This design comes from an exercise in tuning for small area, a short achievable clock period and few clock cycles on the open sky130 flow, not from production work.
In this exercise RTL edits were held to simulation tests only and were not proved equivalent to the original.
Power figures rest on the tool's default switching activity, not on a simulated workload.

## blue
==> flow/design.v (excerpt) <==
module mbxrc (
    input  wire        clk,
    input  wire        rst,         
    input  wire        side_fw,     
    input  wire        req_valid,
    input  wire        req_we,
    input  wire [7:0]  req_addr,
    input  wire [31:0] req_wdata,
    output reg         req_ready,
    output reg  [31:0] req_rdata,
    output reg         mem_valid,
    output reg         mem_we,
    output reg  [6:0]  mem_addr,
    output reg  [31:0] mem_wdata,
    input  wire        mem_ready,
    input  wire [31:0] mem_rdata,
    output reg         diag_valid,
    output reg  [31:0] diag_data
);
Size in the first run: about 4700 cells after synthesis, roughly 830 flip-flops.
==> flow/config.mk <==
export PLATFORM = sky130hd
export DESIGN_NAME = mbxrc
export DESIGN_NICKNAME = mbxrc
export VERILOG_FILES = /design/flow/design.v
export SDC_FILE = /design/flow/constraint.sdc
export NUM_CORES = 8
export LEC_CHECK = 0
export CAP_MARGIN = 20
export CORE_MARGIN = 2
export CORE_UTILIZATION = 40
export CTS_CLUSTER_DIAMETER = 60
export CTS_CLUSTER_SIZE = 20
export SETUP_SLACK_MARGIN = 4
export SLEW_MARGIN = 20
==> flow/constraint.sdc <==
create_clock -name core_clock -period 10.0 [get_ports {clk}]
set_input_delay 2.0000 -clock core_clock [delete_from_list [all_inputs] [get_ports {clk}]]
set_output_delay 2.0000 -clock core_clock [all_outputs]
set_load 0.01 [all_outputs]
run.sh (not shown) runs the stock make flow with config.mk's settings and CLKGATE_MAP_FILE= SYNTH_SCRIPT=/design/flow/synth_recipe.tcl, a recipe that flattens the netlist after the stock synthesis.
Testbench counts of blue, summed over its fixed seeds: cycles 46,105.
Relative to blue, the following input files were edited for red:
--- a/flow/design.v
+++ b/flow/design.v
@@ -365,31 +365,35 @@
                       default: opd = 32'h148;
                   endcase
             2'd1: opd = k[2] ? 32'd128 : 32'd64;
             default: opd = 32'd0;
         endcase
     end
-    wire [4:0]  ra = req_addr[4:0] | ira;
-    wire        rz = (req_addr[7:5] == 3'd0);
-    wire [3:0]  e  = 4'd1 << ra[1:0];
-    wire [5:0]  h  = {ra[4:2] == 3'd5, ra[4:2] == 3'd4, ra[4:2] == 3'd3,
-                      ra[4:2] == 3'd2, ra[4:2] == 3'd1, ra[4:2] == 3'd0};
-    wire [31:0] g0 = ({32{e[1]}} & {28'd0, status}) | ({32{e[2] && v_arg0}} & arg0) |
-                     ({32{e[3] && v_arg1}} & arg1);
-    wire [31:0] g1 = ({32{e[0] && v_res0}} & res0) | ({32{e[1] && v_res1}} & res1) |
-                     ({32{e[2] && v_clen}} & clen);
-    wire [31:0] g2 = ({32{e[0] && v_m0}} & m0) | ({32{e[1] && v_m1}} & m1) |
-                     ({32{e[2] && v_m2}} & m2) | ({32{e[3] && v_m3}} & m3);
-    wire [31:0] g3 = ({32{e[0] && v_m4}} & m4) | ({32{e[1] && v_m5}} & m5);
-    wire [31:0] g4 = ({32{e[0] && v_cw0}} & cw0) | ({32{e[1] && v_cw1}} & cw1) |
-                     ({32{e[2] && v_cw2}} & cw2) | ({32{e[3] && v_cw3}} & cw3);
-    wire [31:0] g5 = ({32{e[0] && v_cw4}} & cw4) | ({32{e[1] && v_cw5}} & cw5) |
-                     ({32{e[2] && v_cw6}} & cw6) | ({32{e[3] && v_cw7}} & cw7);
+    wire       rz = (req_addr[7:5] == 3'd0);
     always @(*) begin
-        req_rdata = {32{rz}} & (({32{h[0]}} & g0) | ({32{h[1]}} & g1) | ({32{h[2]}} & g2) |
-                                ({32{h[3]}} & g3) | ({32{h[4]}} & g4) | ({32{h[5]}} & g5));
+        req_rdata =
+            ({32{rz && (req_addr[4:0] == 5'd1)}} & {28'd0, status}) |
+            ({32{v_arg0 && ((rz && (req_addr[4:0] == 5'd2)) || (ira == 5'd2))}} & arg0) |
+            ({32{v_arg1 && ((rz && (req_addr[4:0] == 5'd3)) || (ira == 5'd3))}} & arg1) |
+            ({32{v_res0 && ((rz && (req_addr[4:0] == 5'd4)) || (ira == 5'd4))}} & res0) |
+            ({32{v_res1 && ((rz && (req_addr[4:0] == 5'd5)) || (ira == 5'd5))}} & res1) |
+            ({32{v_clen && ((rz && (req_addr[4:0] == 5'd6)) || (ira == 5'd6))}} & clen) |
+            ({32{v_m0 && ((rz && (req_addr[4:0] == 5'd8)) || (ira == 5'd8))}} & m0) |
+            ({32{v_m1 && ((rz && (req_addr[4:0] == 5'd9)) || (ira == 5'd9))}} & m1) |
+            ({32{v_m2 && ((rz && (req_addr[4:0] == 5'd10)) || (ira == 5'd10))}} & m2) |
+            ({32{v_m3 && ((rz && (req_addr[4:0] == 5'd11)) || (ira == 5'd11))}} & m3) |
+            ({32{v_m4 && ((rz && (req_addr[4:0] == 5'd12)) || (ira == 5'd12))}} & m4) |
+            ({32{v_m5 && ((rz && (req_addr[4:0] == 5'd13)) || (ira == 5'd13))}} & m5) |
+            ({32{v_cw0 && ((rz && (req_addr[4:0] == 5'd16)) || (ira == 5'd16))}} & cw0) |
+            ({32{v_cw1 && ((rz && (req_addr[4:0] == 5'd17)) || (ira == 5'd17))}} & cw1) |
+            ({32{v_cw2 && ((rz && (req_addr[4:0] == 5'd18)) || (ira == 5'd18))}} & cw2) |
+            ({32{v_cw3 && ((rz && (req_addr[4:0] == 5'd19)) || (ira == 5'd19))}} & cw3) |
+            ({32{v_cw4 && ((rz && (req_addr[4:0] == 5'd20)) || (ira == 5'd20))}} & cw4) |
+            ({32{v_cw5 && ((rz && (req_addr[4:0] == 5'd21)) || (ira == 5'd21))}} & cw5) |
+            ({32{v_cw6 && ((rz && (req_addr[4:0] == 5'd22)) || (ira == 5'd22))}} & cw6) |
+            ({32{v_cw7 && ((rz && (req_addr[4:0] == 5'd23)) || (ira == 5'd23))}} & cw7);
     end
     always @(*) begin
         if (sv[TOMB])
             mem_wdata = MAGIC_TOMB;
         else if (sv[OPN])
             mem_wdata = opd;
### Flow results
red | stages: all done | timing, DRC, antenna: all pass. Vias: red more than blue. In red the net total in the final layout turned out about 0.6% higher than in blue. Comparing blue and red, the higher mean post-synth cell area is on red. Multi-input combinational area share, blue and red: larger value in blue. red ends up with a non-clock buffer count that is 23% higher than in blue. Power per unit of standard cell area, red vs blue: down slightly. Side by side, maximum frequency turned out lower in red than in blue. What blue reported for count of instances resized after the clock tree is built has to be multiplied by 0.863 to get the figure for red. Going from blue to red, routed wire length increased 1.9%; design area higher. For red, the endpoint of the most critical setup path was wcr[31], unlike blue, where it was req_rdata[13]. Average wire per standard cell, blue and red: smaller value in blue.
Testbench counts of red, summed over its fixed seeds: cycles 46,105.

-- static timing again, ports no longer ideal --
The results above use ideal ports. As a check the final layouts listed here were re-extracted and re-timed, cells and wires unchanged.
Step 1: set_driving_cell puts a clkbuf_16 on clk and a buf_2 on each other input, an assumption about the parent block.
Step 2 also shifts input and output timing later by t, the mid clock arrival at the registers, as if the neighbouring blocks saw the same clock.
a / b / c = ideal / step 1 / step 2; a / b = the first two.
| run | t, ns | slack for setup (ns) | hold slack, ns | worst setup path after step 2 | clock arrival spread, ns |
|---|---|---|---|---|---|
| blue | 0.757 | 3.679 / 3.620 / 3.121 | 0.465 / 0.465 / 0.465 | input to register | 0.057 / 0.056 |
| red | 0.762 | 3.293 / 3.291 / 2.564 | 0.447 / 0.447 / 0.447 | input to register | 0.059 / 0.060 |
After both steps every run listed still meets setup and hold. For red, which loses most, drivers alone change the setup slack by -0.002 ns; drivers and shift together by -0.729 ns.
